This is an optimization exercise on Yosys and OpenROAD, whose aim is small area, not a production implementation. RTL that was checked went through simulation tests only; none was proved equivalent to the original. Power is estimated from default activity; no workload was simulated. The flow treats the clock pin as an ideal source, which a real chip does not have.

==> maple <==
==> flow/design.v (excerpt) <==
module gfe #(
    parameter RXMAX = 128
) (
    input  wire        clk,
    input  wire        rst,
    input  wire        cmd_valid,
    output wire        cmd_ready,
    input  wire [23:0] cmd_word,
    output reg         rsp_valid,
    input  wire        rsp_ready,
    output reg  [3:0]  rsp_rc,
    output reg  [15:0] rsp_val,
    output reg  [2:0]  rsp_nout,
    output reg  [39:0] rsp_out
);
    localparam [7:0] OP_NOP     = 8'h00, OP_GET     = 8'h01,
                     OP_CRC_CLR = 8'h10, OP_CRC_PUT = 8'h11,
                     OP_ESC_PUT = 8'h20, OP_UNE_CLR = 8'h21,
                     OP_UNE_PUT = 8'h22, OP_UNE_END = 8'h23,
                     OP_TX_START = 8'h30, OP_TX_PUT = 8'h31,
                     OP_TX_END  = 8'h32, OP_TX_CLR  = 8'h33,
                     OP_RX_CLR  = 8'h40, OP_RX_PUT  = 8'h41,
                     OP_RX_END  = 8'h42, OP_RX_LD   = 8'h43;
    localparam [2:0] ST_FILL = 3'd0, ST_FRAME = 3'd1, ST_ACKD = 3'd2,
                     ST_EMPTY = 3'd3, ST_SHORT = 3'd4, ST_TYPE = 3'd5,
  ...
clock: 10.0 ns
lec_check: 0
cap_margin: 20
core_margin: 2
core_utilization: 70
place_density: 0.75
slew_margin: 20
standard.sh (not shown) runs the stock make flow with config.mk's settings and CLKGATE_MAP_FILE= SYNTH_SCRIPT=/design/flow/synth_recipe.tcl, a recipe that flattens the netlist after the stock synthesis.
==> flow/flow/run.sh <==
#!/bin/bash
set -euo pipefail
export BUFFER_PORTS_ARGS="-buffer_cell sky130_fd_sc_hd__buf_1"
export CTS_ARGS="-sink_clustering_enable -repair_clock_nets -dont_use_dummy_load -sink_clustering_size 30 -sink_clustering_max_diameter 100"
bash standard.sh > standard.log 2>&1
==> yarrow: changes against maple <==
--- a/flow/design.v
+++ b/flow/design.v
@@ -9,14 +9,17 @@
     output reg         rsp_valid,
     input  wire        rsp_ready,
     output reg  [3:0]  rsp_rc,
     output reg  [15:0] rsp_val,
     output reg  [2:0]  rsp_nout,
     output reg  [39:0] rsp_out
 );
+    localparam PB = 3;
+    localparam NP = 1 << PB;
+    localparam SB = 7 - PB;           
     localparam [7:0] OP_NOP     = 8'h00, OP_GET     = 8'h01,
                      OP_CRC_CLR = 8'h10, OP_CRC_PUT = 8'h11,
                      OP_ESC_PUT = 8'h20, OP_UNE_CLR = 8'h21,
                      OP_UNE_PUT = 8'h22, OP_UNE_END = 8'h23,
                      OP_TX_START = 8'h30, OP_TX_PUT = 8'h31,
                      OP_TX_END  = 8'h32, OP_TX_CLR  = 8'h33,
                      OP_RX_CLR  = 8'h40, OP_RX_PUT  = 8'h41,
@@ -64,17 +67,16 @@
     reg         esc2;      
     reg         sec;       
     reg         cz;        
     reg         l0d;       
     reg         t06;       
     reg         tok;       
     reg [15:0]  dcrc;      
-    localparam NS = 125;
-    reg [8*NS-1:0] ring;
-    reg [6:0]      ph;
+    reg [1023:0] ring;
+    reg [6:0]    ph;
     reg         wpend;     
     reg         rpend;     
     reg [3:0]   sc;        
     reg         srun;      
     reg [3:0]   kind;
     reg [7:0]   R;         
     wire busy = wpend || rpend || srun;
@@ -140,24 +142,40 @@
         case (kind)
             K_BYTE:         rsp_nout = 3'd1;
             K_ESC, K_TXPUT: rsp_nout = {1'b0, eF, !eF};
             K_TXEND:        rsp_nout = 3'd3 + eF + eL;
             default:        rsp_nout = 3'd0;
         endcase
     end
-    wire [6:0] tgt   = (kind == K_PUT) ? wp[6:0] : R[6:0];
-    wire       at    = (ph == tgt);
-    wire       wr    = wpend && at;
-    wire       rd    = rpend && at;
-    wire [7:0] rdata = ring[8*NS-1 -: 8];
-    always @(posedge clk)
-        ring <= {ring[8*NS-9:0], wr ? R : rdata};
-    wire wfull = wp[7] || (wp[6:2] == 5'b11111 && wp[1:0] != 2'b00);
-    wire wskip = accept && legal && opc == OP_RX_PUT && rxstat == ST_FILL &&
-                 !rxlen[7] && rxlen != 8'd0 && (esc2 || b != 8'h1B) && wfull;
+    wire [6:0]    tgt  = (kind == K_PUT) ? wp[6:0] : R[6:0];
+    wire          at   = (ph[SB-1:0] == tgt[SB-1:0]);
+    wire [PB-1:0] port = ph[6:SB] - tgt[6:SB];
+    wire          wr   = wpend && at;
+    wire          rd   = rpend && at;
+    reg [7:0] rdata;
+    integer j;
+    always @(*) begin
+        rdata = 8'd0;
+        for (j = 0; j < NP; j = j + 1)
+            if (port == j)
+                rdata = ring[8*(j << SB) +: 8];
+    end
+    genvar g;
+    generate
+        for (g = 0; g < 128; g = g + 1) begin : slot
+            wire [7:0] prev = ring[8*((g + 127) % 128) +: 8];
+            if (g % (1 << SB) == 0) begin : wport
+                always @(posedge clk)
+                    ring[8*g +: 8] <= (wr && port == (g >> SB)) ? R : prev;
+            end else begin : plain
+                always @(posedge clk)
+                    ring[8*g +: 8] <= prev;
+            end
+        end
+    endgenerate
     reg [2:0] cls;
     always @(*) begin
         if (sec)
             cls = ST_SHORT;
         else if (t06)
             cls = ST_ACKD;
         else if (!tok)
@@ -177,30 +195,30 @@
             sc <= sc + 1'b1;
             case (kind)
                 K_CRC:   crc   <= crc_bit(crc, sbit);
                 K_PUT:   dcrc  <= crc_bit(dcrc, sbit);
                 default: txcrc <= crc_bit(txcrc, sbit);
             endcase
         end
-        if (wr || wskip)
+        if (wr)
             wp <= wp + 1'b1;
         if (rd)
             R <= rdata;
         if (accept) begin
             kind <= K_NONE;
             sc   <= 4'd8;
             R    <= b;
             if (!legal) begin
                 kind <= K_ILL;
             end else begin
                 case (opc)
                     OP_GET: begin
                         kind <= K_GET;
                         if (b[3:0] == 4'd7 || b[3:0] == 4'd8 || b[3:0] == 4'd9) begin
-                            R    <= {6'd0, b[3], b[0]} - 8'd1;    
+                            R    <= {6'd0, b[3], b[0]};
                             kind <= (b[3:0] == 4'd7 ? (rxstat != ST_FILL && rxlen != 8'd0)
                                                     : frame) ? K_READ : K_NONE;
                         end
                     end
                     OP_CRC_CLR:
                         crc <= 16'd0;
                     OP_CRC_PUT:
@@ -303,30 +321,30 @@
                     end
                     OP_RX_LD: begin
                         if (!frame) begin
                             kind <= K_SEQ;
                         end else if (arg[15:7] != 9'd0 || arg[6:0] >= dlen) begin
                             kind <= K_RANGE;
                         end else begin
-                            R    <= {1'b0, arg[6:0]} + 8'd3;
+                            R    <= {1'b0, arg[6:0]} + 8'd4;
                             kind <= K_READ;
                         end
                     end
                     default: ;
                 endcase
             end
         end
         if (rst) begin
             ph        <= 7'd0;
             wpend     <= 1'b0;
             rpend     <= 1'b0;
             srun      <= 1'b0;
             rsp_valid <= 1'b0;
         end else begin
-            ph <= (ph >= 7'd111) ? ph - 7'd111 : ph + 7'd14;
+            ph <= ph + 1'b1;
             if (rsp_valid && rsp_ready)
                 rsp_valid <= 1'b0;
             if (srun && sc == 4'd15) begin
                 srun <= 1'b0;
                 if (txe)
                     rsp_valid <= 1'b1;
             end
@@ -346,15 +364,15 @@
                             srun <= txph;
                         OP_TX_END: begin
                             srun      <= txph && txcnt == 2'd2;
                             rsp_valid <= !(txph && txcnt == 2'd2);
                         end
                         OP_RX_PUT:
                             if (rxstat == ST_FILL && !rxlen[7]) begin
-                                wpend <= ((rxlen == 8'd0) || esc2 || (b != 8'h1B)) && !wfull;
+                                wpend <= (rxlen == 8'd0) || esc2 || (b != 8'h1B);
                                 srun  <= (rxlen != 8'd0) && (esc2 || (b != 8'h1B));
                             end
                         OP_GET, OP_RX_LD:
                             if (opc == OP_RX_LD ? (frame && arg[15:7] == 9'd0 && arg[6:0] < dlen)
                                 : (b[3:0] == 4'd7 ? (rxstat != ST_FILL && rxlen != 8'd0)
                                    : (b[3:0] == 4'd8 || b[3:0] == 4'd9) && frame)) begin
                                 rpend     <= 1'b1;
==> comparison table <==
                                                                                                           maple                   yarrow
Run status                                                                                 complete, no violations  complete, no violations
Ratio of cells with drive above 1 in the final layout                                                        5.15%                    8.30%
Worst-case setup margin in the final layout                                                                3.20 ns                  3.57 ns
Metal-1 WL                                                                                                 23.6 mm                  26.8 mm
Post-synthesis area per instance                                                                          13.9 µm²                 13.9 µm²
Clock-cell share of area                                                                                     3.53%                    3.44%
Relative contribution of combinational cells to total power                                                   2.1%                     2.9%
Count of placed standard cells in the final layout, fillers left out                                          2601                     2719
Number of buffers added by the clock tree synthesis step                                                        42                       43
Slowest CP cell                                                                                           a211oi_1                 edfxtp_1
Number of flip-flops under the largest register name                                                          1000                     1024
Post-CTS clock slew at the launch and capture registers of the worst setup and hold paths                  0.11 ns                  0.12 ns
Met3 demand-to-capacity share in global routing                                                              5.34%                    4.03%
Worst hold endpoint                                                                                       ring[39]                ring[660]
Simple logic cell fraction of the synthesized area                                                           7.47%                    7.82%
Number of cells on the critical path                                                                            11                       10
Area taken by flip-flops and latches                                                                    0.0223 mm²               0.0228 mm²
Multi-input combinational cell count                                                                           806                      881
Detailed-routing iteration count for the pre-antenna-repair pass                                                 7                        8
Proportion of power drawn by the clock network                                                               30.4%                    30.2%
End point of the critical path                                                                         rsp_nout[2]              rsp_nout[0]
Area used by multi-input combinational logic                                                           0.00523 mm²              0.00614 mm²
Adder and majority cell fraction of the synthesized area                                                     1.15%                    1.00%


==> build 11: inputs <==
==> flow/design.v <==
module gfe #(
    parameter RXMAX = 128
) (
    input  wire        clk,
    input  wire        rst,
    input  wire        cmd_valid,
    output wire        cmd_ready,
    input  wire [23:0] cmd_word,
    output reg         rsp_valid,
    input  wire        rsp_ready,
    output reg  [3:0]  rsp_rc,
    output reg  [15:0] rsp_val,
    output reg  [2:0]  rsp_nout,
    output reg  [39:0] rsp_out
);
    localparam [7:0] OP_NOP     = 8'h00, OP_GET     = 8'h01,
                     OP_CRC_CLR = 8'h10, OP_CRC_PUT = 8'h11,
                     OP_ESC_PUT = 8'h20, OP_UNE_CLR = 8'h21,
                     OP_UNE_PUT = 8'h22, OP_UNE_END = 8'h23,
                     OP_TX_START = 8'h30, OP_TX_PUT = 8'h31,
                     OP_TX_END  = 8'h32, OP_TX_CLR  = 8'h33,
                     OP_RX_CLR  = 8'h40, OP_RX_PUT  = 8'h41,
                     OP_RX_END  = 8'h42, OP_RX_LD   = 8'h43;
    localparam [2:0] ST_FILL = 3'd0, ST_FRAME = 3'd1, ST_ACKD = 3'd2,
                     ST_EMPTY = 3'd3, ST_SHORT = 3'd4, ST_TYPE = 3'd5,
                     ST_CSUM = 3'd6, ST_OVFL = 3'd7;
    localparam [3:0] K_NONE  = 4'd0,    
                     K_GET   = 4'd1,    
                     K_ESC   = 4'd2,    
                     K_TXPUT = 4'd3,    
                     K_BYTE  = 4'd4,    
                     K_TXEND = 4'd5,    
                     K_CRC   = 4'd6,    
                     K_PUT   = 4'd7,    
                     K_READ  = 4'd9,    
                     K_ILL   = 4'd11,   
                     K_SEQ   = 4'd12,   
                     K_RANGE = 4'd13,   
                     K_OVF   = 4'd14,   
                     K_TRAIL = 4'd15;   
    function [15:0] crc_bit;
        input [15:0] r;
        input        x;
        begin
            crc_bit = {r[14:0], x} ^ (r[15] ? 16'h1021 : 16'h0000);
        end
    endfunction
    function in_escset;
        input [7:0] b;
        begin
            in_escset = (b == 8'h0D) || (b == 8'h06) || (b == 8'h1B) ||
                        (b == 8'h80) || (b == 8'h40);
        end
    endfunction
    reg [15:0]  crc;
    reg         unepend;
    reg         txph;
    reg [1:0]   txcnt;
    reg [15:0]  txcrc;
    reg [7:0]   rxlen;
    reg         rxovf;
    reg [2:0]   rxstat;
    reg [7:0]   wp;        
    reg         esc2;      
    reg         sec;       
    reg         cz;        
    reg         l0d;       
    reg         t06;       
    reg         tok;       
    reg [15:0]  dcrc;      
    reg [6:0]    ph;
    reg         wpend;     
    reg         rpend;     
    reg [3:0]   sc;        
    reg         srun;      
    reg [3:0]   kind;
    reg [7:0]   R;         
    wire busy = wpend || rpend || srun;
    wire wfull = wp[7] || (wp[6:2] == 5'b11111 && wp[1:0] != 2'b00);
    wire wskip;
    assign cmd_ready = !busy && !rsp_valid;
    wire        accept = cmd_valid && cmd_ready;
    wire [7:0]  opc    = cmd_word[23:16];
    wire [15:0] arg    = cmd_word[15:0];
    wire [7:0]  b      = arg[7:0];
    reg legal;
    always @(*) begin
        case (opc)
            OP_NOP, OP_CRC_CLR, OP_UNE_CLR, OP_UNE_END,
            OP_TX_END, OP_TX_CLR, OP_RX_CLR, OP_RX_END:
                legal = (arg == 16'd0);
            OP_CRC_PUT, OP_ESC_PUT, OP_UNE_PUT, OP_TX_PUT, OP_RX_PUT:
                legal = (arg[15:8] == 8'd0);
            OP_GET:
                legal = (arg <= 16'd10);
            OP_TX_START:
                legal = (arg[15:8] == 8'd0) &&
                        (b == 8'h80 || b == 8'h40 || b == 8'h06);
            OP_RX_LD:
                legal = 1'b1;
            default:
                legal = 1'b0;
        endcase
    end
    wire       frame = (rxstat == ST_FRAME);
    wire [6:0] dlen  = wp[6:0] - 7'd6;      
    always @(*) begin
        case (kind)
            K_ILL:   rsp_rc = 4'd1;
            K_SEQ:   rsp_rc = 4'd2;
            K_RANGE: rsp_rc = 4'd3;
            K_OVF:   rsp_rc = 4'd4;
            K_TRAIL: rsp_rc = 4'd5;
            default: rsp_rc = 4'd0;
        endcase
        case (R[3:0])
            4'd0:    rsp_val = crc;
            4'd1:    rsp_val = {15'd0, unepend};
            4'd2:    rsp_val = {13'd0, txcnt, txph};
            4'd3:    rsp_val = txcrc;
            4'd4:    rsp_val = {8'd0, rxlen};
            4'd5:    rsp_val = {15'd0, rxovf};
            4'd6:    rsp_val = {13'd0, rxstat};
            default: rsp_val = {9'd0, frame ? dlen : 7'd0};
        endcase
        if (kind != K_GET)
            rsp_val = (kind == K_READ) ? {8'd0, R} : 16'd0;
    end
    wire        txe = (kind == K_TXEND);
    wire [7:0]  F   = txe ? txcrc[15:8] : R;
    wire [7:0]  L   = txcrc[7:0];
    wire        eF  = in_escset(F);
    wire        eL  = in_escset(L);
    always @(*) begin
        rsp_out[7:0]   = (kind == K_BYTE) ? R : (eF ? 8'h1B : F);
        rsp_out[15:8]  = eF ? ~F : (eL ? 8'h1B : L);
        rsp_out[23:16] = eF ? (eL ? 8'h1B : L) : (eL ? ~L : 8'h0D);
        rsp_out[31:24] = (eF && eL) ? ~L : 8'h0D;
        rsp_out[39:32] = 8'h0D;
        case (kind)
            K_BYTE:         rsp_nout = 3'd1;
            K_ESC, K_TXPUT: rsp_nout = {1'b0, eF, !eF};
            K_TXEND:        rsp_nout = 3'd3 + eF + eL;
            default:        rsp_nout = 3'd0;
        endcase
    end
    localparam NS = 125;
    wire [6:0] tgt  = (kind == K_PUT) ? wp[6:0] : R[6:0];
    wire [7:0] d0   = {1'b0, ph} - {1'b0, tgt};
    wire [6:0] pdist = d0[7] ? d0[6:0] + 7'd125 : d0[6:0];    
    wire       at   = (pdist[3:0] == 4'd0);
    wire [2:0] port = pdist[6:4];
    wire       wr   = wpend && at;
    wire       rd   = rpend && at;
    reg [8*NS-1:0] ring;
    reg [7:0] rdata;
    integer j;
    always @(*) begin
        rdata = 8'd0;
        for (j = 0; j < 8; j = j + 1)
            if (port == j)
                rdata = ring[8*(16*j) +: 8];
    end
    genvar g;
    generate
        for (g = 0; g < NS; g = g + 1) begin : slot
            wire [7:0] prev = ring[8*((g + NS - 1) % NS) +: 8];
            if (g % 16 == 0) begin : wport
                always @(posedge clk)
                    ring[8*g +: 8] <= (wr && port == (g / 16)) ? R : prev;
            end else begin : plain
                always @(posedge clk)
                    ring[8*g +: 8] <= prev;
            end
        end
    endgenerate
    assign wskip = accept && legal && opc == OP_RX_PUT && rxstat == ST_FILL &&
                   !rxlen[7] && rxlen != 8'd0 && (esc2 || b != 8'h1B) && wfull;
    reg [2:0] cls;
    always @(*) begin
        if (sec)
            cls = ST_SHORT;
        else if (t06)
            cls = ST_ACKD;
        else if (!tok)
            cls = ST_TYPE;
        else if (wp + esc2 < 8'd6)
            cls = ST_SHORT;
        else if (!cz)
            cls = ST_CSUM;
        else if (!l0d)
            cls = ST_SHORT;
        else
            cls = ST_FRAME;
    end
    wire sbit = !txe && R[~sc[2:0]];
    always @(posedge clk) begin
        if (srun) begin
            sc <= sc + 1'b1;
            case (kind)
                K_CRC:   crc   <= crc_bit(crc, sbit);
                K_PUT:   dcrc  <= crc_bit(dcrc, sbit);
                default: txcrc <= crc_bit(txcrc, sbit);
            endcase
        end
        if (wr || wskip)
            wp <= wp + 1'b1;
        if (rd)
            R <= rdata;
        if (accept) begin
            kind <= K_NONE;
            sc   <= 4'd8;
            R    <= b;
            if (!legal) begin
                kind <= K_ILL;
            end else begin
                case (opc)
                    OP_GET: begin
                        kind <= K_GET;
                        if (b[3:0] == 4'd7 || b[3:0] == 4'd8 || b[3:0] == 4'd9) begin
                            R    <= {6'd0, b[3], b[0]};
                            kind <= (b[3:0] == 4'd7 ? (rxstat != ST_FILL && rxlen != 8'd0)
                                                    : frame) ? K_READ : K_NONE;
                        end
                    end
                    OP_CRC_CLR:
                        crc <= 16'd0;
                    OP_CRC_PUT:
                        kind <= K_CRC;
                    OP_ESC_PUT:
                        kind <= K_ESC;
                    OP_UNE_CLR:
                        unepend <= 1'b0;
                    OP_UNE_PUT: begin
                        R <= unepend ? ~b : b;
                        if (unepend) begin
                            unepend <= 1'b0;
                            kind    <= K_BYTE;
                        end else if (b == 8'h1B) begin
                            unepend <= 1'b1;
                        end else begin
                            kind    <= K_BYTE;
                        end
                    end
                    OP_UNE_END: begin
                        unepend <= 1'b0;
                        if (unepend)
                            kind <= K_TRAIL;
                    end
                    OP_TX_START: begin
                        if (txph) begin
                            kind <= K_SEQ;
                        end else begin
                            txcnt <= 2'd0;
                            txcrc <= 16'd0;
                            txph  <= (b != 8'h06);
                            kind  <= K_BYTE;
                        end
                    end
                    OP_TX_PUT: begin
                        if (!txph) begin
                            kind <= K_SEQ;
                        end else begin
                            if (txcnt != 2'd2)
                                txcnt <= txcnt + 2'd1;
                            kind <= K_TXPUT;
                        end
                    end
                    OP_TX_END: begin
                        if (!txph || txcnt != 2'd2) begin
                            kind <= K_SEQ;
                        end else begin
                            txph  <= 1'b0;
                            txcnt <= 2'd0;
                            kind  <= K_TXEND;
                            sc    <= 4'd0;
                        end
                    end
                    OP_TX_CLR: begin
                        txph  <= 1'b0;
                        txcnt <= 2'd0;
                        txcrc <= 16'd0;
                    end
                    OP_RX_CLR: begin
                        rxlen  <= 8'd0;
                        rxovf  <= 1'b0;
                        rxstat <= ST_FILL;
                        wp     <= 8'd0;
                        esc2   <= 1'b0;
                        sec    <= 1'b0;
                        dcrc   <= 16'd0;
                    end
                    OP_RX_PUT: begin
                        if (rxstat != ST_FILL) begin
                            kind <= K_SEQ;
                        end else if (rxlen[7]) begin
                            rxovf <= 1'b1;
                            kind  <= K_OVF;
                        end else begin
                            rxlen <= rxlen + 1'b1;
                            kind  <= K_PUT;
                            R     <= esc2 ? ~b : b;
                            sec   <= esc2;
                            cz    <= (dcrc == 16'd0);
                            l0d   <= (b == 8'h0D);
                            if (rxlen == 8'd0) begin
                                t06 <= (b == 8'h06);
                                tok <= (b == 8'h00 || b == 8'h80 || b == 8'h40);
                            end else begin
                                esc2 <= !esc2 && (b == 8'h1B);
                            end
                        end
                    end
                    OP_RX_END: begin
                        kind <= K_GET;
                        R    <= 8'd6;
                        if (rxstat != ST_FILL)
                            kind   <= K_SEQ;
                        else if (rxovf)
                            rxstat <= ST_OVFL;
                        else if (rxlen == 8'd0)
                            rxstat <= ST_EMPTY;
                        else
                            rxstat <= cls;
                    end
                    OP_RX_LD: begin
                        if (!frame) begin
                            kind <= K_SEQ;
                        end else if (arg[15:7] != 9'd0 || arg[6:0] >= dlen) begin
                            kind <= K_RANGE;
                        end else begin
                            R    <= {1'b0, arg[6:0]} + 8'd4;
                            kind <= K_READ;
                        end
                    end
                    default: ;
                endcase
            end
        end
        if (rst) begin
            ph        <= 7'd0;
            wpend     <= 1'b0;
            rpend     <= 1'b0;
            srun      <= 1'b0;
            rsp_valid <= 1'b0;
        end else begin
            ph <= (ph == 7'd124) ? 7'd0 : ph + 1'b1;
            if (rsp_valid && rsp_ready)
                rsp_valid <= 1'b0;
            if (srun && sc == 4'd15) begin
                srun <= 1'b0;
                if (txe)
                    rsp_valid <= 1'b1;
            end
            if (wr)
                wpend <= 1'b0;
            if (rd) begin
                rpend     <= 1'b0;
                rsp_valid <= 1'b1;
            end
            if (accept) begin
                rsp_valid <= 1'b1;
                if (legal) begin
                    case (opc)
                        OP_CRC_PUT:
                            srun <= 1'b1;
                        OP_TX_PUT:
                            srun <= txph;
                        OP_TX_END: begin
                            srun      <= txph && txcnt == 2'd2;
                            rsp_valid <= !(txph && txcnt == 2'd2);
                        end
                        OP_RX_PUT:
                            if (rxstat == ST_FILL && !rxlen[7]) begin
                                wpend <= ((rxlen == 8'd0) || esc2 || (b != 8'h1B)) && !wfull;
                                srun  <= (rxlen != 8'd0) && (esc2 || (b != 8'h1B));
                            end
                        OP_GET, OP_RX_LD:
                            if (opc == OP_RX_LD ? (frame && arg[15:7] == 9'd0 && arg[6:0] < dlen)
                                : (b[3:0] == 4'd7 ? (rxstat != ST_FILL && rxlen != 8'd0)
                                   : (b[3:0] == 4'd8 || b[3:0] == 4'd9) && frame)) begin
                                rpend     <= 1'b1;
                                rsp_valid <= 1'b0;
                            end
                        default: ;
                    endcase
                end
            end
        end
        if (rst) begin
            crc     <= 16'd0;
            unepend <= 1'b0;
            txph    <= 1'b0;
            txcnt   <= 2'd0;
            txcrc   <= 16'd0;
            rxlen   <= 8'd0;
            rxovf   <= 1'b0;
            rxstat  <= ST_FILL;
            wp      <= 8'd0;
            esc2    <= 1'b0;
            sec     <= 1'b0;
            dcrc    <= 16'd0;
        end
    end
endmodule
==> flow/flow/run.sh <==
#!/bin/bash
set -euo pipefail
export BUFFER_PORTS_ARGS="-buffer_cell sky130_fd_sc_hd__buf_1"
export CTS_ARGS="-sink_clustering_enable -repair_clock_nets -dont_use_dummy_load -sink_clustering_size 28 -sink_clustering_max_diameter 50"
bash standard.sh > standard.log 2>&1
==> flow/standard.sh <==
#!/bin/bash
# synth_recipe.tcl (not shown) runs the flow's synth.tcl, then flattens the netlist and writes it again
# the make line also repeats each setting of config.mk as NAME=value (left out here)
make -C /OpenROAD-flow-scripts/flow DESIGN_CONFIG=/design/flow/config.mk WORK_HOME=/design/flow/orfs CLKGATE_MAP_FILE= SYNTH_SCRIPT=/design/flow/synth_recipe.tcl "${@:-finish}"
==> flow/config.mk <==
export PLATFORM = sky130hd
export DESIGN_NAME = gfe
export DESIGN_NICKNAME = gfe
export VERILOG_FILES = /design/flow/design.v
export SDC_FILE = /design/flow/constraint.sdc
export NUM_CORES = 4
export LEC_CHECK = 0
export CAP_MARGIN = 20
export CORE_MARGIN = 2
export CORE_UTILIZATION = 70
export PLACE_DENSITY = 0.75
export SLEW_MARGIN = 20
==> flow/constraint.sdc <==
create_clock -name core_clock -period 10.0 [get_ports {clk}]
set_input_delay 2.0000 -clock core_clock [delete_from_list [all_inputs] [get_ports {clk}]]
set_output_delay 2.0000 -clock core_clock [all_outputs]
set_load 0.01 [all_outputs]
==> inputs of build 74, as changes to build 11 <==
--- a/flow/design.v
+++ b/flow/design.v
@@ -70,3 +70,5 @@
     reg [15:0]  dcrc;      
-    reg [6:0]    ph;
+    localparam NS = 125;
+    reg [8*NS-1:0] ring;
+    reg [6:0]      ph;
     reg         wpend;     
@@ -78,4 +80,2 @@
     wire busy = wpend || rpend || srun;
-    wire wfull = wp[7] || (wp[6:2] == 5'b11111 && wp[1:0] != 2'b00);
-    wire wskip;
     assign cmd_ready = !busy && !rsp_valid;
@@ -115,13 +115,12 @@
         endcase
-        case (R[3:0])
-            4'd0:    rsp_val = crc;
-            4'd1:    rsp_val = {15'd0, unepend};
-            4'd2:    rsp_val = {13'd0, txcnt, txph};
-            4'd3:    rsp_val = txcrc;
-            4'd4:    rsp_val = {8'd0, rxlen};
-            4'd5:    rsp_val = {15'd0, rxovf};
-            4'd6:    rsp_val = {13'd0, rxstat};
-            default: rsp_val = {9'd0, frame ? dlen : 7'd0};
-        endcase
-        if (kind != K_GET)
+        if (kind == K_GET)
+            rsp_val = ({16{R[0]}} & crc) |
+                      ({16{R[1]}} & txcrc) |
+                      ({16{R[2]}} & {8'd0, rxlen}) |
+                      ({16{R[3] & frame}} & {9'd0, dlen}) |
+                      ({16{R[4]}} & {15'd0, unepend}) |
+                      ({16{R[5]}} & {13'd0, txcnt, txph}) |
+                      ({16{R[6]}} & {15'd0, rxovf}) |
+                      ({16{R[7]}} & {13'd0, rxstat});
+        else
             rsp_val = (kind == K_READ) ? {8'd0, R} : 16'd0;
@@ -146,34 +145,12 @@
     end
-    localparam NS = 125;
-    wire [6:0] tgt  = (kind == K_PUT) ? wp[6:0] : R[6:0];
-    wire [7:0] d0   = {1'b0, ph} - {1'b0, tgt};
-    wire [6:0] pdist = d0[7] ? d0[6:0] + 7'd125 : d0[6:0];    
-    wire       at   = (pdist[3:0] == 4'd0);
-    wire [2:0] port = pdist[6:4];
-    wire       wr   = wpend && at;
-    wire       rd   = rpend && at;
-    reg [8*NS-1:0] ring;
-    reg [7:0] rdata;
-    integer j;
-    always @(*) begin
-        rdata = 8'd0;
-        for (j = 0; j < 8; j = j + 1)
-            if (port == j)
-                rdata = ring[8*(16*j) +: 8];
-    end
-    genvar g;
-    generate
-        for (g = 0; g < NS; g = g + 1) begin : slot
-            wire [7:0] prev = ring[8*((g + NS - 1) % NS) +: 8];
-            if (g % 16 == 0) begin : wport
-                always @(posedge clk)
-                    ring[8*g +: 8] <= (wr && port == (g / 16)) ? R : prev;
-            end else begin : plain
-                always @(posedge clk)
-                    ring[8*g +: 8] <= prev;
-            end
-        end
-    endgenerate
-    assign wskip = accept && legal && opc == OP_RX_PUT && rxstat == ST_FILL &&
-                   !rxlen[7] && rxlen != 8'd0 && (esc2 || b != 8'h1B) && wfull;
+    wire [6:0] tgt   = (kind == K_PUT) ? wp[6:0] : R[6:0];
+    wire       at    = (ph == tgt);
+    wire       wr    = wpend && at;
+    wire       rd    = rpend && at;
+    wire [7:0] rdata = ring[8*NS-1 -: 8];
+    always @(posedge clk)
+        ring <= {ring[8*NS-9:0], wr ? R : rdata};
+    wire wfull = wp[7] || (wp[6:2] == 5'b11111 && wp[1:0] != 2'b00);
+    wire wskip = accept && legal && opc == OP_RX_PUT && rxstat == ST_FILL &&
+                 !rxlen[7] && rxlen != 8'd0 && (esc2 || b != 8'h1B) && wfull;
     reg [2:0] cls;
@@ -219,4 +196,14 @@
                         kind <= K_GET;
+                        case (b[3:0])
+                            4'd0:    R <= 8'h01;
+                            4'd1:    R <= 8'h10;
+                            4'd2:    R <= 8'h20;
+                            4'd3:    R <= 8'h02;
+                            4'd4:    R <= 8'h04;
+                            4'd5:    R <= 8'h40;
+                            4'd6:    R <= 8'h80;
+                            default: R <= 8'h08;
+                        endcase
                         if (b[3:0] == 4'd7 || b[3:0] == 4'd8 || b[3:0] == 4'd9) begin
-                            R    <= {6'd0, b[3], b[0]};
+                            R    <= {6'd0, b[3], b[0]} - 8'd1;    
                             kind <= (b[3:0] == 4'd7 ? (rxstat != ST_FILL && rxlen != 8'd0)
@@ -315,3 +302,3 @@
                         kind <= K_GET;
-                        R    <= 8'd6;
+                        R    <= 8'h80;
                         if (rxstat != ST_FILL)
@@ -331,3 +318,3 @@
                         end else begin
-                            R    <= {1'b0, arg[6:0]} + 8'd4;
+                            R    <= {1'b0, arg[6:0]} + 8'd3;
                             kind <= K_READ;
@@ -346,3 +333,3 @@
         end else begin
-            ph <= (ph == 7'd124) ? 7'd0 : ph + 1'b1;
+            ph <= (ph >= 7'd111) ? ph - 7'd111 : ph + 7'd14;
             if (rsp_valid && rsp_ready)
==> flow/flow/run.sh (replaced) <==
#!/bin/bash
set -euo pipefail
export BUFFER_PORTS_ARGS="-buffer_cell sky130_fd_sc_hd__buf_1"
export CTS_ARGS="-sink_clustering_enable -repair_clock_nets -dont_use_dummy_load -sink_clustering_size 30 -sink_clustering_max_diameter 100"
bash standard.sh > standard.log 2>&1
==> inputs of build 64, as changes to build 11 <==
--- a/flow/design.v
+++ b/flow/design.v
@@ -15,2 +15,5 @@
 );
+    localparam PB = 3;
+    localparam NP = 1 << PB;
+    localparam SB = 7 - PB;           
     localparam [7:0] OP_NOP     = 8'h00, OP_GET     = 8'h01,
@@ -70,2 +73,3 @@
     reg [15:0]  dcrc;      
+    reg [1023:0] ring;
     reg [6:0]    ph;
@@ -78,4 +82,2 @@
     wire busy = wpend || rpend || srun;
-    wire wfull = wp[7] || (wp[6:2] == 5'b11111 && wp[1:0] != 2'b00);
-    wire wskip;
     assign cmd_ready = !busy && !rsp_valid;
@@ -146,11 +148,7 @@
     end
-    localparam NS = 125;
-    wire [6:0] tgt  = (kind == K_PUT) ? wp[6:0] : R[6:0];
-    wire [7:0] d0   = {1'b0, ph} - {1'b0, tgt};
-    wire [6:0] pdist = d0[7] ? d0[6:0] + 7'd125 : d0[6:0];    
-    wire       at   = (pdist[3:0] == 4'd0);
-    wire [2:0] port = pdist[6:4];
-    wire       wr   = wpend && at;
-    wire       rd   = rpend && at;
-    reg [8*NS-1:0] ring;
+    wire [6:0]    tgt  = (kind == K_PUT) ? wp[6:0] : R[6:0];
+    wire          at   = (ph[SB-1:0] == tgt[SB-1:0]);
+    wire [PB-1:0] port = ph[6:SB] - tgt[6:SB];
+    wire          wr   = wpend && at;
+    wire          rd   = rpend && at;
     reg [7:0] rdata;
@@ -159,5 +157,5 @@
         rdata = 8'd0;
-        for (j = 0; j < 8; j = j + 1)
+        for (j = 0; j < NP; j = j + 1)
             if (port == j)
-                rdata = ring[8*(16*j) +: 8];
+                rdata = ring[8*(j << SB) +: 8];
     end
@@ -165,7 +163,7 @@
     generate
-        for (g = 0; g < NS; g = g + 1) begin : slot
-            wire [7:0] prev = ring[8*((g + NS - 1) % NS) +: 8];
-            if (g % 16 == 0) begin : wport
+        for (g = 0; g < 128; g = g + 1) begin : slot
+            wire [7:0] prev = ring[8*((g + 127) % 128) +: 8];
+            if (g % (1 << SB) == 0) begin : wport
                 always @(posedge clk)
-                    ring[8*g +: 8] <= (wr && port == (g / 16)) ? R : prev;
+                    ring[8*g +: 8] <= (wr && port == (g >> SB)) ? R : prev;
             end else begin : plain
@@ -176,4 +174,2 @@
     endgenerate
-    assign wskip = accept && legal && opc == OP_RX_PUT && rxstat == ST_FILL &&
-                   !rxlen[7] && rxlen != 8'd0 && (esc2 || b != 8'h1B) && wfull;
     reg [2:0] cls;
@@ -205,3 +201,3 @@
         end
-        if (wr || wskip)
+        if (wr)
             wp <= wp + 1'b1;
@@ -346,3 +342,3 @@
         end else begin
-            ph <= (ph == 7'd124) ? 7'd0 : ph + 1'b1;
+            ph <= ph + 1'b1;
             if (rsp_valid && rsp_ready)
@@ -374,3 +370,3 @@
                             if (rxstat == ST_FILL && !rxlen[7]) begin
-                                wpend <= ((rxlen == 8'd0) || esc2 || (b != 8'h1B)) && !wfull;
+                                wpend <= (rxlen == 8'd0) || esc2 || (b != 8'h1B);
                                 srun  <= (rxlen != 8'd0) && (esc2 || (b != 8'h1B));
==> flow/run.sh (new file) <==
#!/bin/bash
# synth_recipe.tcl (not shown) runs the flow's synth.tcl, then flattens the netlist and writes it again
# the make line also repeats each setting of config.mk as NAME=value (left out here)
make -C /OpenROAD-flow-scripts/flow DESIGN_CONFIG=/design/flow/config.mk WORK_HOME=/design/flow/orfs CLKGATE_MAP_FILE= SYNTH_SCRIPT=/design/flow/synth_recipe.tcl finish
- CORE_UTILIZATION: 70 -> 60
- CTS_CLUSTER_DIAMETER: unset -> 100
- CTS_CLUSTER_SIZE: unset -> 30
- PLACE_DENSITY: 0.75 -> 0.65
removed: flow/flow/run.sh
removed: flow/standard.sh
==> qor summary <==
metric                                                                            build 74                   build 11                   build 64
Status                                                                      finished clean             finished clean             finished clean
Xor and xnor area share after synthesis                                             0.944%                     0.951%                      1.10%
Logic power comb                                                                0.000132 W                 0.000305 W                 0.000207 W
Filler Cell Count                                                                    2,195                      2,285                      3,464
Critical-path maximum fanout                                                            18                         21                         19
Simple-gate share of the synthesized area                                            7.76%                      7.90%                      7.82%
Shortest clock period the worst path allows after layout                           6.66 ns                    6.37 ns                    6.93 ns
Worst endpoint data arrival time                                                   4.66 ns                    4.37 ns                    4.93 ns
Insertion delay of the later-clocked pin in the worst-skew pair                    0.62 ns                    0.69 ns                    0.62 ns
Routability Congestion                                                               0.913                      0.915                      0.906
Delay of the slowest cell on the worst path                                        0.99 ns                    0.71 ns                    0.62 ns
Flip-flop count of the largest register after layout                                 1,000                      1,000                      1,024
Cell type of the slowest stage on the worst timing path          sky130_fd_sc_hd__nor4bb_4  sky130_fd_sc_hd__and4bb_1  sky130_fd_sc_hd__edfxtp_1
Setup clock skew after layout                                                    0.0781 ns                   0.149 ns                  0.0224 ns
Switching Power                                                                  0.00134 W                  0.00154 W                  0.00143 W
WL/cell                                                                            21.9 um                    24.0 um                    19.7 um
WL met2                                                                          27,800 um                  31,500 um                  25,200 um
Multi-input combinational area share                                                 17.1%                      20.7%                      19.1%
Switch share                                                                         20.4%                      21.9%                      20.9%
Worst slew margin                                                                    23.8%                      20.4%                      30.1%
Fmax                                                                             0.150 GHz                  0.157 GHz                  0.144 GHz
Placed cell areas                                                             28,500 sq um               30,100 sq um               30,800 sq um
Start of the worst register-to-register path                                         wp[1]                    kind[3]                    kind[1]
Number of diodes                                                                         1                          7                          1
Layout Nets                                                                          2,129                      2,305                      2,236
Final cycle utilization of the critical path                                         66.6%                      63.7%                      69.3%
Function not checked in build 11: the RTL went through the layout flow alone.

==> static timing again, ports no longer ideal <==
The flow's constraints put no driver on any port. The routed layouts listed below were extracted and timed again, unchanged, in two steps.
Step 1: set_driving_cell puts a clkbuf_16 on clk and a buf_2 on each other input, an assumption about the parent block.
Step 2 adds t to the input delays and takes it off the output delays; t is the mean of the earliest and latest rising clock arrival at the registers after step 1. Input paths then give back, and output paths get back, about the clock's delay inside the block.
Slacks: ideal ports / drivers / drivers and shift; pairs: ideal ports / drivers.
run | t, ns | setup slack, ns | worst setup path at the end | worst slew at a driven data input, ns | cell pins on the clock port's net
maple | 0.640 | 3.204 / 3.145 / 3.785 | register to output | 0.06 | 1
yarrow | 0.637 | 3.569 / 3.509 / 4.146 | register to output | 0.08 | 1
build 11 | 0.674 | 3.625 / 3.567 / 3.812 | input to register | 0.08 | 1
build 74 | 0.639 | 3.338 / 3.280 / 3.918 | register to output | 0.04 | 1
build 64 | 0.665 | 3.072 / 3.012 / 3.678 | register to output | 0.07 | 1
After both steps every run listed still meets setup and hold.
